This design comes from an exercise in tuning for small area on the open sky130 flow, not from production work. Only simulation tests tie the RTL to the original design; equivalence was not proved. No activity file was given, so power comes from the tool's default toggle rates.

==> flow/design.v <==
module optommp_parser (
    input  wire        clk,
    input  wire        rst,
    input  wire        req_valid,
    input  wire        req_write,
    input  wire        req_space,
    input  wire        req_size,
    input  wire [7:0]  req_addr,
    input  wire [31:0] req_wdata,
    output reg         rsp_valid,
    output reg  [31:0] rsp_rdata,
    output reg         rsp_err,
    output wire        irq
);
    localparam [3:0] E_BADCMD = 4'h1, E_BUSY = 4'h2, E_ORC_SHORT = 4'h3,
                     E_BUFLEN = 4'h4, E_VIEW = 4'h5;
    reg [511:0] bufm;                
    reg         busy, busy_d, done, err;
    reg [1:0]   last_op;
    reg [2:0]   errcode;
    reg         irq_en;
    reg [6:0]   buf_len;
    reg [31:0]  orc_off;
    reg         match_res;
    reg [16:0]  msglen_res;
    reg         view_mode;
    reg [15:0]  view_index;
    reg [31:0]  view_data;
    reg         blk_valid;
    reg         orc_v, vs_v, vd_v, ml_v;
    reg         sv;                  
    reg         hv;                  
    reg         det;                 
    reg         s5;                  
    reg         s6;                  
    reg [3:0]   tc;                  
    reg [15:0]  dd;                  
    reg [5:0]   tl;                  
    reg [15:0]  src;                 
    reg [3:0]   rc;                  
    reg [31:0]  qa;                  
    reg [31:0]  qb;                  
    reg [1:0]   rk;                  
    reg [7:0]   ra;
    reg         vcap;                
    wire [7:0] a = req_addr;
    wire reg_mapped = (a[1:0] == 2'b00) && (a[7] || (a[6:0] <= 7'h44));
    wire reg_ok = req_size && reg_mapped;
    wire buf_ok = (a[7:6] == 2'b00) && (!req_size || a[1:0] == 2'b00);
    wire admitted = req_space ? buf_ok : reg_ok;
    wire acc    = req_valid && admitted;
    wire wr     = acc && req_write;
    wire reg_wr = wr && !req_space;
    wire buf_wr = wr && req_space;
    wire w_cmd    = reg_wr && (a[6:2] == 5'h00) && !a[7];
    wire w_status = reg_wr && (a == 8'h04);
    wire w_ctrl   = reg_wr && (a == 8'h08);
    wire w_buflen = reg_wr && (a == 8'h0C);
    wire w_orc    = reg_wr && (a == 8'h10);
    wire w_view   = reg_wr && (a == 8'h3C);
    wire [3:0] op = req_wdata[3:0];
    wire op_ok = (op == 4'd1) || (op == 4'd2) || (op == 4'd3);
    wire start = w_cmd && !busy && op_ok;
    wire buflen_ok = (req_wdata[31:7] == 25'd0) && (req_wdata[6:0] <= 7'd64);
    wire       o_small = !orc_v || (orc_off[31:6] == 26'd0);
    wire [5:0] o6      = orc_v ? orc_off[5:0] : 6'd0;
    wire [6:0] o_ext   = {1'b0, o6};
    wire       orc_ok  = o_small && (o_ext + 7'd4 <= buf_len);
    wire       orc_14  = o_small && (o_ext + 7'd14 <= buf_len);
    wire [5:0] blen6   = qb[21:16];
    wire       vw_mode = req_wdata[31];
    wire [15:0] vw_idx = req_wdata[15:0];
    wire       view_hit = blk_valid && (vw_idx[15:6] == 10'd0) &&
                          (vw_mode ? (vw_idx[5:0] < blen6) : (vw_idx[5:0] < {2'b00, blen6[5:2]}));
    reg        raise;
    reg [2:0]  raise_code;
    always @(*) begin
        raise = 1'b0;
        raise_code = 3'd0;
        if (buf_wr || w_cmd || w_buflen || w_orc || w_view) begin
            if (busy) begin
                raise = 1'b1; raise_code = E_BUSY[2:0];
            end else if (w_cmd && !op_ok) begin
                raise = 1'b1; raise_code = E_BADCMD[2:0];
            end else if (w_buflen && !buflen_ok) begin
                raise = 1'b1; raise_code = E_BUFLEN[2:0];
            end else if (w_view && !view_hit) begin
                raise = 1'b1; raise_code = E_VIEW[2:0];
            end else if (start && op == 4'd2 && !orc_ok) begin
                raise = 1'b1; raise_code = E_ORC_SHORT[2:0];
            end
        end
    end
    assign irq = irq_en && (done || err);
    wire bwe = !rst && buf_wr && !busy;
    wire [7:0] wd_lane [0:3];
    assign wd_lane[0] = req_size ? req_wdata[31:24] : req_wdata[7:0];
    assign wd_lane[1] = req_size ? req_wdata[23:16] : req_wdata[7:0];
    assign wd_lane[2] = req_size ? req_wdata[15:8]  : req_wdata[7:0];
    assign wd_lane[3] = req_wdata[7:0];
    wire [63:0] bwe_k;
    genvar k;
    generate
        for (k = 0; k < 64; k = k + 1) begin : g_bwe
            assign bwe_k[k] = bwe && (a[5:2] == k / 4) && (req_size || a[1:0] == k % 4);
        end
    endgenerate
    integer i;
    always @(posedge clk)
        for (i = 0; i < 64; i = i + 1)
            if (bwe_k[i]) bufm[8*i +: 8] <= wd_lane[i % 4];
    wire eng_ml = busy && (last_op == 2'd2);    
    wire [5:0] p0 = o6 + 6'd3;
    wire [5:0] p1 = o6 + 6'd12;
    wire [5:0] p2 = o6 + 6'd13;
    reg [3:0] wsel [0:3];
    reg [1:0] rot;
    integer j;
    always @(*) begin
        for (j = 0; j < 4; j = j + 1) begin
            if (vcap)
                wsel[j] = view_mode ? (4'd4 + view_index[5:2]) : (4'd4 + view_index[3:0]);
            else if (eng_ml)
                wsel[j] = (p1[1:0] == j) ? p1[5:2] : (p2[1:0] == j) ? p2[5:2] : p0[5:2];
            else
                wsel[j] = ra[5:2];
        end
        if (vcap)
            rot = view_mode ? view_index[1:0] : 2'd3;
        else if (eng_ml)
            rot = p2[1:0];
        else
            rot = (rk == 2'd3) ? ra[1:0] : 2'd3;
    end
    wire [7:0] lane [0:3];
    generate
        for (k = 0; k < 4; k = k + 1) begin : g_lane
            wire [127:0] col;
            genvar w;
            for (w = 0; w < 16; w = w + 1) begin : g_col
                assign col[8*w +: 8] = bufm[8*(4*w + k) +: 8];
            end
            assign lane[k] = col[{wsel[k], 3'b000} +: 8];
        end
    endgenerate
    wire [7:0] x0 = lane[rot];
    wire [7:0] x1 = lane[rot - 2'd1];
    wire [7:0] x2 = lane[rot - 2'd2];
    wire [31:0] rd_word = {lane[0], x2, x1, x0};
    wire [3:0] ml_t = x2[7:4];
    reg  [4:0] ml_base;
    always @(*) begin
        case (ml_t)
            4'd0, 4'd1, 4'd5, 4'd6, 4'd7: ml_base = 5'd16;
            4'd2, 4'd4:                   ml_base = 5'd12;
            default:                      ml_base = 5'd8;
        endcase
    end
    wire        ml_ext = ((ml_t == 4'd1) || (ml_t == 4'd7)) && orc_14;
    wire [16:0] ml_res = {12'd0, ml_base} + (ml_ext ? {1'b0, x1, x0} : 17'd0);
    function [7:0] bb;
        input integer n;
        begin
            bb = bufm[8*n +: 8];
        end
    endfunction
    wire [3:0]  d_t    = bb(3) >> 4;
    wire [15:0] d_n    = {bb(12), bb(13)};
    wire        d_l14  = (buf_len >= 7'd14);
    wire        d_l16  = (buf_len >= 7'd16);
    wire        d_dl   = (d_t == 4'd1) || (d_t == 4'd5) || (d_t == 4'd7);
    wire        d_blkt = (d_t == 4'd1) || (d_t == 4'd7);
    wire        d_fit  = d_l16 && (d_n[15:6] == 10'd0) && ({1'b0, d_n[5:0]} + 7'd16 <= buf_len);
    wire pv    = !tc[3] && (tc != 4'd3);                         
    wire dst   = (tc == 4'd0) || (tc == 4'd1) || (tc == 4'd4) || (tc == 4'd5);
    wire isdl  = (tc == 4'd1) || (tc == 4'd5) || (tc == 4'd7);
    wire isq   = (tc == 4'd0) || (tc == 4'd6);
    wire rsvd  = !pv;
    wire recs  = hv && det;
    wire p5    = pv && s5 && (isdl || isq);
    wire blkd  = recs && s6;
    wire [5:0]  blen = blkd ? qb[21:16] : 6'd0;
    wire [3:0]  fcount = recs ? (pv ? (4'd5 + {3'd0, p5} + {3'd0, s6}) : 4'd3) : 4'd0;
    reg  [4:0]  cursor_v;
    always @(*) begin
        case (tc)
            4'd0, 4'd1, 4'd6, 4'd7: cursor_v = 5'd16;
            4'd2:                   cursor_v = 5'd7;
            4'd4:                   cursor_v = 5'd12;
            4'd5:                   cursor_v = 5'd14;
            default:                cursor_v = 5'd4;
        endcase
    end
    reg [31:0] slot_rd;
    always @(*) begin
        slot_rd = 32'd0;
        case (ra[6:4])
            3'd0: case (ra[3:2])
                      2'd0: slot_rd = {28'd0, dd[15] ? 4'd2 : 4'd1};
                      2'd1: slot_rd = 32'd0;
                      2'd2: slot_rd = 32'd2;
                      2'd3: slot_rd = {17'd0, dd[14:0]};
                  endcase
            3'd1: case (ra[3:2])
                      2'd0: slot_rd = 32'd3;
                      2'd1: slot_rd = 32'd2;
                      2'd2: slot_rd = 32'd1;
                      2'd3: slot_rd = {26'd0, tl};
                  endcase
            3'd2: case (ra[3:2])
                      2'd0: slot_rd = 32'd4;
                      2'd1: slot_rd = 32'd3;
                      2'd2: slot_rd = 32'd1;
                      2'd3: slot_rd = {28'd0, tc};
                  endcase
            3'd3: if (pv) case (ra[3:2])
                      2'd0: slot_rd = 32'd5;
                      2'd1: slot_rd = 32'd4;
                      2'd2: slot_rd = 32'd2;
                      2'd3: slot_rd = {16'd0, src};
                  endcase
            3'd4: if (pv) case (ra[3:2])
                      2'd0: slot_rd = dst ? 32'd6 : 32'd8;
                      2'd1: slot_rd = dst ? 32'd8 : 32'd6;
                      2'd2: slot_rd = dst ? 32'd4 : 32'd1;
                      2'd3: slot_rd = dst ? qa : {28'd0, rc};
                  endcase
            3'd5: if (p5) case (ra[3:2])
                      2'd0: slot_rd = isq ? 32'd7 : 32'd9;
                      2'd1: slot_rd = 32'd12;
                      2'd2: slot_rd = isq ? 32'd4 : 32'd2;
                      2'd3: slot_rd = isq ? qb : {16'd0, qb[31:16]};
                  endcase
            3'd6: if (s6) case (ra[3:2])
                      2'd0: slot_rd = 32'd10;
                      2'd1: slot_rd = 32'd16;
                      2'd2: slot_rd = {26'd0, qb[21:16]};
                      2'd3: slot_rd = {26'd0, qb[21:16]};
                  endcase
            default: slot_rd = 32'd0;
        endcase
        if (!recs) slot_rd = 32'd0;
    end
    reg [31:0] reg_rd;
    always @(*) begin
        reg_rd = 32'd0;
        if (ra[7]) begin
            reg_rd = slot_rd;
        end else begin
            case (ra[6:2])
                5'h01: reg_rd = {20'd0, 1'b0, errcode, 2'b00, last_op, 1'b0, err, done && !busy_d, busy_d};
                5'h02: reg_rd = {31'd0, irq_en};
                5'h03: reg_rd = {25'd0, buf_len};
                5'h04: reg_rd = orc_v ? orc_off : 32'd0;
                5'h05: reg_rd = {31'd0, match_res};
                5'h06: reg_rd = ml_v ? {15'd0, msglen_res} : 32'd0;
                5'h07: reg_rd = {24'd0, hv ? tc : 4'd0, hv && dst, hv && rsvd, hv, sv};
                5'h08: reg_rd = (hv && dst) ? qa : 32'd0;
                5'h09: reg_rd = {28'd0, fcount};
                5'h0A: reg_rd = hv ? {27'd0, cursor_v} : 32'd0;
                5'h0B: reg_rd = (hv && isdl && s5) ? {16'd0, qb[31:16]} : 32'd0;
                5'h0C: reg_rd = {27'd0, blkd, 4'd0};
                5'h0D: reg_rd = {blk_valid, 25'd0, blen};
                5'h0E: reg_rd = {12'd0, blen[5:2], 10'd0, blen};
                5'h0F: reg_rd = vs_v ? {view_mode, 15'd0, view_index} : 32'd0;
                5'h10: reg_rd = vd_v ? view_data : 32'd0;
                5'h11: reg_rd = 32'h4F4D4D50;
                default: reg_rd = 32'd0;
            endcase
        end
    end
    always @(*) begin
        case (rk)
            2'd1:    rsp_rdata = reg_rd;
            2'd2:    rsp_rdata = rd_word;
            2'd3:    rsp_rdata = {24'd0, x0};
            default: rsp_rdata = 32'd0;
        endcase
    end
    always @(posedge clk) begin
        busy_d <= busy;
        ra     <= a;
        rk     <= (acc && !req_write) ? (req_space ? (req_size ? 2'd2 : 2'd3) : 2'd1) : 2'd0;
        rsp_err <= !admitted;
    end
    always @(posedge clk) begin
        if (rst) begin
            rsp_valid <= 1'b0;
            vcap <= 1'b0;
            busy <= 1'b0; done <= 1'b0; err <= 1'b0;
            last_op <= 2'd0; errcode <= 3'd0;
            irq_en <= 1'b0;
            buf_len <= 7'd0;
            match_res <= 1'b0;
            orc_v <= 1'b0; vs_v <= 1'b0; vd_v <= 1'b0; ml_v <= 1'b0;
            blk_valid <= 1'b0;
            sv <= 1'b0; hv <= 1'b0; det <= 1'b0;
        end else begin
            rsp_valid <= req_valid;
            vcap <= w_view && !busy && view_hit;
            if (w_status && req_wdata[2]) begin
                err <= 1'b0;
                errcode <= 3'd0;
            end else if (raise) begin
                err <= 1'b1;
                if (!err) errcode <= raise_code;
            end
            busy <= start;
            if (busy)
                done <= 1'b1;
            else if (start || (w_status && req_wdata[1]))
                done <= 1'b0;
            if (w_ctrl)
                irq_en <= req_wdata[0];
            if (bwe)
                blk_valid <= 1'b0;
            if (w_buflen && !busy && buflen_ok) begin
                buf_len   <= req_wdata[6:0];
                blk_valid <= 1'b0;
            end
            if (w_orc && !busy)
                orc_v <= 1'b1;
            if (w_view && !busy) begin
                vs_v <= 1'b1;
                if (!view_hit)
                    vd_v <= 1'b0;
            end
            if (vcap)
                vd_v <= 1'b1;
            if (eng_ml && orc_ok)
                ml_v <= 1'b1;
            if (start) begin
                last_op <= op[1:0];
                if (op == 4'd1)
                    match_res <= (buf_len >= 7'd4) && (bb(0) == 8'd0) && (bb(1) == 8'd0) &&
                                 (bb(2) & 8'h03) == 8'd0 && (bb(3) & 8'h0F) == 8'd0 &&
                                 !d_t[3] && (d_t != 4'd3);
                if (op == 4'd3) begin
                    sv  <= 1'b1;
                    hv  <= (buf_len >= 7'd12);
                    det <= req_wdata[4];
                    blk_valid <= req_wdata[4] && (buf_len >= 7'd12) && d_blkt && d_fit;
                    vd_v <= 1'b0;
                end
            end
        end
    end
    always @(posedge clk) begin
        if (!rst && w_orc && !busy)
            orc_off <= req_wdata;
        if (!rst && w_view && !busy) begin
            view_mode  <= vw_mode;
            view_index <= vw_idx;
        end
        if (!rst && vcap)
            view_data <= view_mode ? {24'd0, x0} : rd_word;
        if (!rst && eng_ml && orc_ok)
            msglen_res <= ml_res;
    end
    always @(posedge clk) begin
        if (!rst && start && op == 4'd3) begin
            tc  <= d_t;
            dd  <= {bb(0), bb(1)};
            tl  <= bb(2) >> 2;
            src <= {bb(4), bb(5)};
            rc  <= bb(6) >> 4;
            qa  <= {bb(8), bb(9), bb(10), bb(11)};
            qb  <= {bb(12), bb(13), bb(14), bb(15)};
            s5  <= d_dl ? d_l14 : d_l16;
            s6  <= d_blkt && d_fit;
        end
    end
endmodule
==> flow/run.sh <==
#!/bin/bash
# synth_recipe.tcl (not shown) runs the flow's synth.tcl, then flattens the netlist and writes it again
# the make line also repeats each setting of config.mk as NAME=value (left out here)
make -C /OpenROAD-flow-scripts/flow DESIGN_CONFIG=/design/flow/config.mk WORK_HOME=/design/flow/orfs CLKGATE_MAP_FILE= SYNTH_SCRIPT=/design/flow/synth_recipe.tcl finish
==> flow/config.mk <==
export PLATFORM = sky130hd
export DESIGN_NAME = optommp_parser
export DESIGN_NICKNAME = optommp_parser
export VERILOG_FILES = /design/flow/design.v
export SDC_FILE = /design/flow/constraint.sdc
export NUM_CORES = 8
export LEC_CHECK = 0
export CAP_MARGIN = 10
export CORE_MARGIN = 2
export CORE_UTILIZATION = 50
export CTS_BUF_LIST = sky130_fd_sc_hd__clkbuf_4 sky130_fd_sc_hd__clkbuf_8
export PLACE_DENSITY = 0.6
export SLEW_MARGIN = 10
==> flow/constraint.sdc <==
create_clock -name core_clock -period 12.0 [get_ports {clk}]
set_input_delay 2.4000 -clock core_clock [delete_from_list [all_inputs] [get_ports {clk}]]
set_output_delay 2.4000 -clock core_clock [all_outputs]
set_load 0.01 [all_outputs]
==> results_dict.tcl, run 1 <==
set metrics [dict create \
    setup_repair_after_global_routing_missed_its_margin "no" \
    die_h_um 272 \
    comb_power_share 0.067 \
    cellPowerDensity_nw_per_um2 144 \
    die_x_um 272 \
    chain_of_cells_forming_the_critical_path "nand2_1 -> inv_1 -> ha_1 -> nand2_1 -> o22a_1 -> a21oi_1 -> o31a_1 -> o21a_1 -> mux4_2 -> mux2_2 -> nand2_1 -> o21ai_0 -> mux2_2 -> o21ai_0 -> clkdlybuf4s50_1" \
    synth_top_flop_cell "edfxtp_1" \
    postSynth.asyncResetShare 0 \
    power_frac_seq 0.501 \
    total_power_mw 5.82 \
    mostFrequentLayoutCells "722 x edfxtp_1, 274 x nand2_1, 197 x mux2i_1" \
    crit_type "flop to output pin" \
    ioPinCount 81 \
    drc 0 \
    layout_commonest_cell "edfxtp_1" \
    synthesis.area_per_instance_sq_um 12.9 \
    min_path_type "flop to flop" \
    holdBufCountCts 0 \
    number_of_max_slew_violations_in_the_final_report 0 \
    fp-row-count 98 \
    htree_num_levels 4 \
    initial_core_util 0.504 \
    core_sq_um 71400 \
    cts.sinks 761 \
    cts_made_buffers 132 \
    cts.reportedPaths.clkPinSlew_ns 0.06 \
    syn-cell-area_sq_um 35900 \
    power.share.switching 0.243 \
    post_route_clock_skew_ns 0.0351 \
    gate_count_post_synth 2791 \
    first_global_vias 25800 \
    wl_per_cell_um 36.2 \
    outcome "timing/DRC/antenna clean" \
    synth_enable_flop_cells 722 \
    clkLatencyLatePin_ns 0.81 \
    grt_antenna_before_repair 6 \
    p_leak_nw 13.7 \
    data_required_time_at_the_worst_endpoint_ns 9.60 \
    hpwl_um 102000 \
    number_of_optimization_iterations_in_the_first_detailed_route_pass 10 \
    synth-seq-cells 761 \
    drtIter0Drc 4205 \
    max_cap_viol_count 0 \
    layout-drive-gt1-share 0.131 \
    intPower_mw 4.41 \
    endpoints_failing_hold 0 \
    worst_setup_sp_type "flop" \
    area_delta_synth_final_pct 12.7 \
    layout_cells_excl_fill 3957 \
    critical_path.top_delay_family "compound AO/OA/AOI/OAI gates" \
    cts_max_path_buffers 3 \
    cts.repair_timing.setup_buffer_count 0 \
    grt_max_degree 68 \
    fin_tns_setup_ns 0 \
    crit_path_top_delay_cell "o21a_1" \
    power.ir.vdd_worst_mv 0.137 \
    final.min_clock_period_ns 9.67 \
    numPlacedInstances 3719 \
    total_of_warnings_raised_by_yosys 2 \
    path_buf_inv 2 \
    pwr-share-clk 0.431 \
    synth.lib_cells_used.distinct 107 \
    setup_violations 0 \
    gr-total-overflow 0 \
    max-slew-margin-rel 0.0934 \
    synth.net_count 2877 \
    crit_path_frequent_cell "nand2_1" \
    pin_slew_with_the_least_headroom_to_its_limit_ns 1.35 \
    max_freq_ghz 0.103 \
    worst-path-max-fanout 18 \
    detail_route.wirelength_um 143000 \
    global_route_wire_length_before_repair_um 197000 \
    port-buffer-count 80 \
    grt.total_usage 0.384 \
    worst-endpoint-arrival_ns 7.27 \
    cp-end-kind "output pin" \
    p_switching_mw 1.42 \
    root_buffer "clkbuf_8" \
    critPathMaxStageDelay_ns 0.85 \
    net_count_final 2990 \
    seq_area_frac_synth 0.625 \
    tritoncts_clock_tree "built" \
    die_area_sq_um 74000 \
    routed_via_density 6.88 \
    drt.antenna.violating_nets 0 \
    gp_routability_congestion 1.01 \
    finalCritPeriodShare 0.806 \
    dr_total_vias 27200 \
    post_cts.resized_instances 0 \
]
==> stage by stage <==
step	utilization	hold WS (ns)	cell area, sq um	setup slack [ns]
detailed placement	0.529	0.433	37700	3.17
global placement	0.529	0.427	37700	3.31
finish	0.568	0.447	40500	2.33
floorplan	-	0.360	35900	3.72
CTS	0.567	0.447	40500	2.28
global route	0.568	0.456	40500	1.89
==> power by group through the flow <==
| stage | combinational [mW] | sequential (mW) | clock [mW] |
|---|---|---|---|
| detailed placement | 0.380 | 2.97 | 0 |
| global placement | 0.376 | 2.97 | 0 |
| finish | 0.393 | 2.92 | 2.51 |
| floorplan | 0.209 | 2.97 | 0 |
| CTS | 0.381 | 2.92 | 2.53 |
| global route | 0.406 | 2.92 | 2.63 |
==> final cells by class <==
type,instances,area (sq um)
diodes,5,12.5
clock buffers,177,2190
clock inverters,55,562
fillers,5865,30900
inverters,55,206
multi-input cells,1807,12600
flip-flops and latches,761,22500
well taps,950,1190
repair buffers,147,1300
==> Yosys cell counts (23+ instances only) <==
library cell  count  share of area
edfxtp_1        722           0.60
nand2_1         274          0.029
mux2i_1         197          0.055
nor2_1          185          0.019
nand3_1         103          0.014
a21oi_1         101          0.014
clkbuf_1         94         0.0098
o21ai_0          90          0.013
o211ai_1         56          0.012
inv_1            54         0.0056
a32oi_1          49          0.012
a22oi_1          48          0.010
nor3_1           48         0.0067
a22o_1           44          0.011
buf_2            40         0.0056
dfxtp_1          39          0.022
ha_1             39          0.014
nand4_1          31         0.0054
o22ai_1          31         0.0054
a31oi_1          29         0.0050
and2_1           28         0.0049
mux2_2           27         0.0085
nor4_1           27         0.0047
nand2b_1         25         0.0044
a211oi_1         23         0.0048
==> cells by family (layout without fill, tap and decap cells) <==
logic type / Yosys count / count (layout) / share of synthesized area
buffers and inverters: 223 / 434 / 0.0285
DFF: 761 / 761 / 0.625
and+or+nand+nor: 812 / 812 / 0.108
other: 0 / 5 / 0
xor gates and xnor gates: 23 / 23 / 0.00560
muxes: 250 / 250 / 0.0783
AOI/OAI and AO/OA: 682 / 682 / 0.141
adders and majority gates: 40 / 40 / 0.0141
==> sequential cells by signal, summed over array words and instances, names as in the netlist, 3 cells and up <==
signal,flops
errcode,3
qb,32
qa,32
buf_len,7
rc,4
src,16
view_index,16
tc,4
dd,16
tl,6
bufm,512
view_data,32
orc_off,32
ra,8
msglen_res,17
==> final timing paths <==
path	start	to	slack (ns)	cells past startpoint
worst min-delay path	ml_v	ml_v	0.45	1
worst max register to register	orc_off[1]	msglen_res[11]	3.52	23
worst min register to register	ml_v	ml_v	0.45	1
worst max-delay path	orc_off[1]	rsp_rdata[16]	2.33	15
==> metal layers <==
metal  part of all wire  vias up  track usage
li1                   -    11300            -
met1               0.39    13600        0.526
met2               0.43     1963        0.556
met3               0.12      390        0.107
met4              0.063        6        0.210
met5            0.00028        -            0
==> worst register-to-register path, stage by stage (launching register included) <==
cell	delay, ns
edfxtp_1	0.84
nand2_1	0.25
inv_1	0.16
ha_1	0.62
nand2_1	0.20
o22a_1	0.20
a21oi_1	0.15
o31a_1	0.38
o21a_1	0.86
mux2i_1	0.20
a22oi_1	0.83
a31o_2	0.33
a31oi_1	0.24
xnor2_1	0.64
nand2_1	0.48
nor2_1	0.32
ha_1	0.19
a21o_1	0.08
a21o_1	0.14
inv_1	0.04
a31oi_1	0.24
nand3_1	0.23
or3b_2	0.50
a21oi_1	0.17
==> run 2, diff against run 1 <==
==> flow/config.mk (replaced) <==
export PLATFORM = sky130hd
export DESIGN_NAME = optommp_parser
export DESIGN_NICKNAME = optommp_parser
export VERILOG_FILES = /design/flow/design.v
export SDC_FILE = /design/flow/constraint.sdc
export NUM_CORES = 8
export LEC_CHECK = 0
export CAP_MARGIN = 40
export CORE_MARGIN = 2
export CORE_UTILIZATION = 25
export PLACE_DENSITY = 0.35
export SLEW_MARGIN = 40
==> run 2 against run 1 <==
Net effect: flip-flop and latch count is the same; cell area rose by 4.8%; critical endpoint is now rsp_rdata[3]; critical path type unchanged; still clean on timing, DRC and antenna; global-route usage down 16 points; cell count grew 23%; die area is 98% higher; synthesized cell count unchanged; via count decreased by 3.7%.
==> results_dict.tcl, run 2 <==
set metrics [dict create \
    worst-endpoint-arrival_ns 7.33 \
    post_route_clock_skew_ns 0.0353 \
    cts.sinks 761 \
    timing.critical_path.from "orc_off[1]" \
    global_route_wire_length_before_repair_um 226000 \
    synthesis.area_per_instance_sq_um 12.9 \
    root_buffer "clkbuf_16" \
    tritoncts_clock_tree "built" \
    largest_register_ffs 512 \
    cts_max_path_buffers 3 \
    numPlacedInstances 4702 \
    first_global_vias 25700 \
    synth_common_cells "722 x edfxtp_1, 274 x nand2_1, 197 x mux2i_1" \
    crit_path_frequent_cell "mux2i_1" \
    ioPinCount 81 \
    layout_cells_excl_fill 4874 \
    cts.reportedPaths.clkPinSlew_ns 0.06 \
    setup_repair_after_global_routing_missed_its_margin "no" \
    worst_r2r_startpoint "orc_off[1]" \
    gr-total-overflow 0 \
    max_freq_ghz 0.103 \
    fp-row-count 139 \
    setup_violations 0 \
    crit_path_top_delay_cell "edfxtp_1" \
    synth.top_cells.by_area "edfxtp_1 60%, mux2i_1 5.5%, nand2_1 2.9%, dfxtp_1 2.2%, nor2_1 1.9%" \
    hpwl_um 123000 \
    drtIter0Drc 3108 \
    cts.repair_timing.setup_buffer_count 0 \
    critPathMaxStageDelay_ns 0.75 \
    synth.largest_area_cell "edfxtp_1" \
    grt_antenna_before_repair 8 \
    die_area_sq_um 147000 \
    clkLatencyLatePin_ns 0.72 \
    seq_area_frac_synth 0.625 \
    holdBufCountCts 0 \
    number_of_max_slew_violations_in_the_final_report 0 \
    final.min_clock_period_ns 9.73 \
    crit_type "flop to output pin" \
    finalCritPeriodShare 0.811 \
    routed_via_density 5.38 \
    cellPowerDensity_nw_per_um2 144 \
    area_delta_synth_final_pct 18.1 \
    max_cap_viol_count 0 \
    net_count_final 2980 \
    synth-seq-cells 761 \
    largest-register "bufm" \
    p_leak_nw 13.9 \
    grt.total_usage 0.224 \
    cp-end-kind "output pin" \
    die_x_um 383 \
    layout_commonest_cell "edfxtp_1" \
    initial_core_util 0.251 \
    power.ir.vdd_worst_mv 0.111 \
    synth.lib_cells_used.distinct 107 \
    total_of_warnings_raised_by_yosys 2 \
    syn-cell-area_sq_um 35900 \
    grt_max_degree 57 \
    max-slew-margin-rel 0.362 \
    synth_enable_flop_cells 722 \
    post_cts.resized_instances 0 \
    endpoints_failing_hold 0 \
    gate_count_post_synth 2791 \
    layout-drive-gt1-share 0.136 \
    wl_per_cell_um 34.3 \
    drt.antenna.violating_nets 0 \
    pin_slew_with_the_least_headroom_to_its_limit_ns 0.946 \
    fillCellCount 14400 \
    min_path_type "flop to flop" \
    core_sq_um 143000 \
    cts_made_buffers 91 \
    chain_of_cells_forming_the_critical_path "nand2_1 -> inv_1 -> ha_1 -> nor3b_1 -> xnor2_1 -> a21oi_4 -> buf_4 -> mux2i_1 -> mux2i_1 -> a22oi_1 -> and3_1 -> mux2i_1 -> mux2i_1 -> inv_1 -> a22o_1 -> clkdlybuf4s50_1" \
    synth_top_flop_cell "edfxtp_1" \
    gp_routability_congestion 0.922 \
    worst_setup_sp_type "flop" \
    netlist.area_leader.share 0.603 \
    detail_route.wirelength_um 167000 \
    data_required_time_at_the_worst_endpoint_ns 9.60 \
    fin_tns_setup_ns 0 \
    outcome "timing/DRC/antenna clean" \
    number_of_optimization_iterations_in_the_first_detailed_route_pass 6 \
    port-buffer-count 80 \
    dr_total_vias 26200 \
    synth.net_count 2877 \
    mostFrequentLayoutCells "722 x edfxtp_1, 272 x nand2_1, 196 x mux2i_1" \
    most_common_cell_in_the_netlist "edfxtp_1" \
    drc 0 \
    postSynth.asyncResetShare 0 \
    worst-path-max-fanout 25 \
    die_h_um 383 \
    htree_num_levels 3 \
    hold_start "bufm[92]" \
]
==> run 2: cell counts after synthesis <==
No cell type changed its count.
==> run 2: kinds of logic (layout without fill, tap and decap cells) <==
group                    Yosys count  count (layout)  share of synthesized area
AO/OA/AOI/OAI                    682             682                      0.141
XOR/XNOR                          23              23                    0.00560
adder cells (fa/ha/maj)           40              40                     0.0141
buffers and inverters            223             400                     0.0285
flip-flops                       761             761                      0.625
multiplexers                     250             250                     0.0783
other                              0               3                          0
AND/OR/NAND/NOR                  812             812                      0.108
==> run 2: final timing paths <==
path / to / slack, ns / cells past startpoint
worst max-delay path: rsp_rdata[3] / 2.27 / 16
worst min-delay path: qa[4] / 0.45 / 0
worst max register to register: msglen_res[11] / 3.77 / 24
worst min register to register: qa[4] / 0.45 / 0
==> run 2: where the power goes <==
group	leakage [nW]	switching, mW	internal (mW)
combinational	5.73	0.302	0.119
sequential	6.70	0.00455	2.91
clock	1.43	1.19	1.60
total	13.9	1.50	4.63
==> run 2: area by class of cell <==
class | count | area [sq um] | area share
antenna | 3 | 7.51 | 0.000177
clock inverter | 52 | 502 | 0.0118
inverter | 55 | 206 | 0.00486
clock buffer | 115 | 2440 | 0.0575
multi-input combinational | 1807 | 12800 | 0.302
timing repair buffer | 178 | 1630 | 0.0383
sequential | 761 | 22500 | 0.529
tap | 1903 | 2380 | 0.0561
==> run 2: stage by stage <==
step / hold WS [ns] / power (mW) / worst slack (ns) / util / area, sq um
detailed placement: 0.432 / 3.39 / 3.03 / 0.275 / 39400
finish: 0.450 / 6.13 / 2.27 / 0.297 / 42500
global placement: 0.428 / 3.39 / 3.12 / 0.273 / 39100
floorplan: 0.360 / 3.18 / 3.72 / - / 35900
global route: 0.461 / 6.30 / 2.02 / 0.297 / 42400
CTS: 0.449 / 6.18 / 2.22 / 0.296 / 42400
==> run 2: worst max-delay path: cells and delay by family (launching register included) <==
family                     cells  cell delay, ns
xor gates and xnor gates       1            0.23
adders and majority gates      1            0.64
muxes                          4            1.31
AOI/OAI and AO/OA              3            1.54
DFF                            1            0.75
and+or+nand+nor                3            0.72
buffers and inverters          4            1.38
==> run 2: routing by layer <==
layer | track usage | wire (um) | vias to the layer above | share of wire
met3 | 0.0360 | 11100 | 207 | 0.066
met5 | 0 | 0 | - | 0
li1 | - | - | 11200 | -
met1 | 0.317 | 75400 | 13600 | 0.45
met4 | 0.0938 | 7160 | 0 | 0.043
met2 | 0.337 | 73400 | 1157 | 0.44

-- afterwards: timing with drivers on the ports --
The flow's constraints put no driver on any port. The routed layouts listed below were extracted and timed again, unchanged, in two steps. Step 1: set_driving_cell puts a clkbuf_16 on clk and a buf_2 on each other input, an assumption about the parent block. Step 2 also shifts input and output timing later by t, the mid clock arrival at the registers, as if the neighbouring blocks saw the same clock. a / b / c = ideal / step 1 / step 2; a / b = the first two.
run | t, ns | setup slack, ns | latest minus earliest clock arrival (ns) | slew at the worst register clock pin (ns)
run 1 | 0.851 | 2.333 / 2.270 / 3.120 | 0.042 / 0.043 | 0.07 / 0.07
run 2 | 0.784 | 2.266 / 2.185 / 2.969 | 0.037 / 0.038 | 0.07 / 0.07
After both steps every run listed still meets setup and hold.
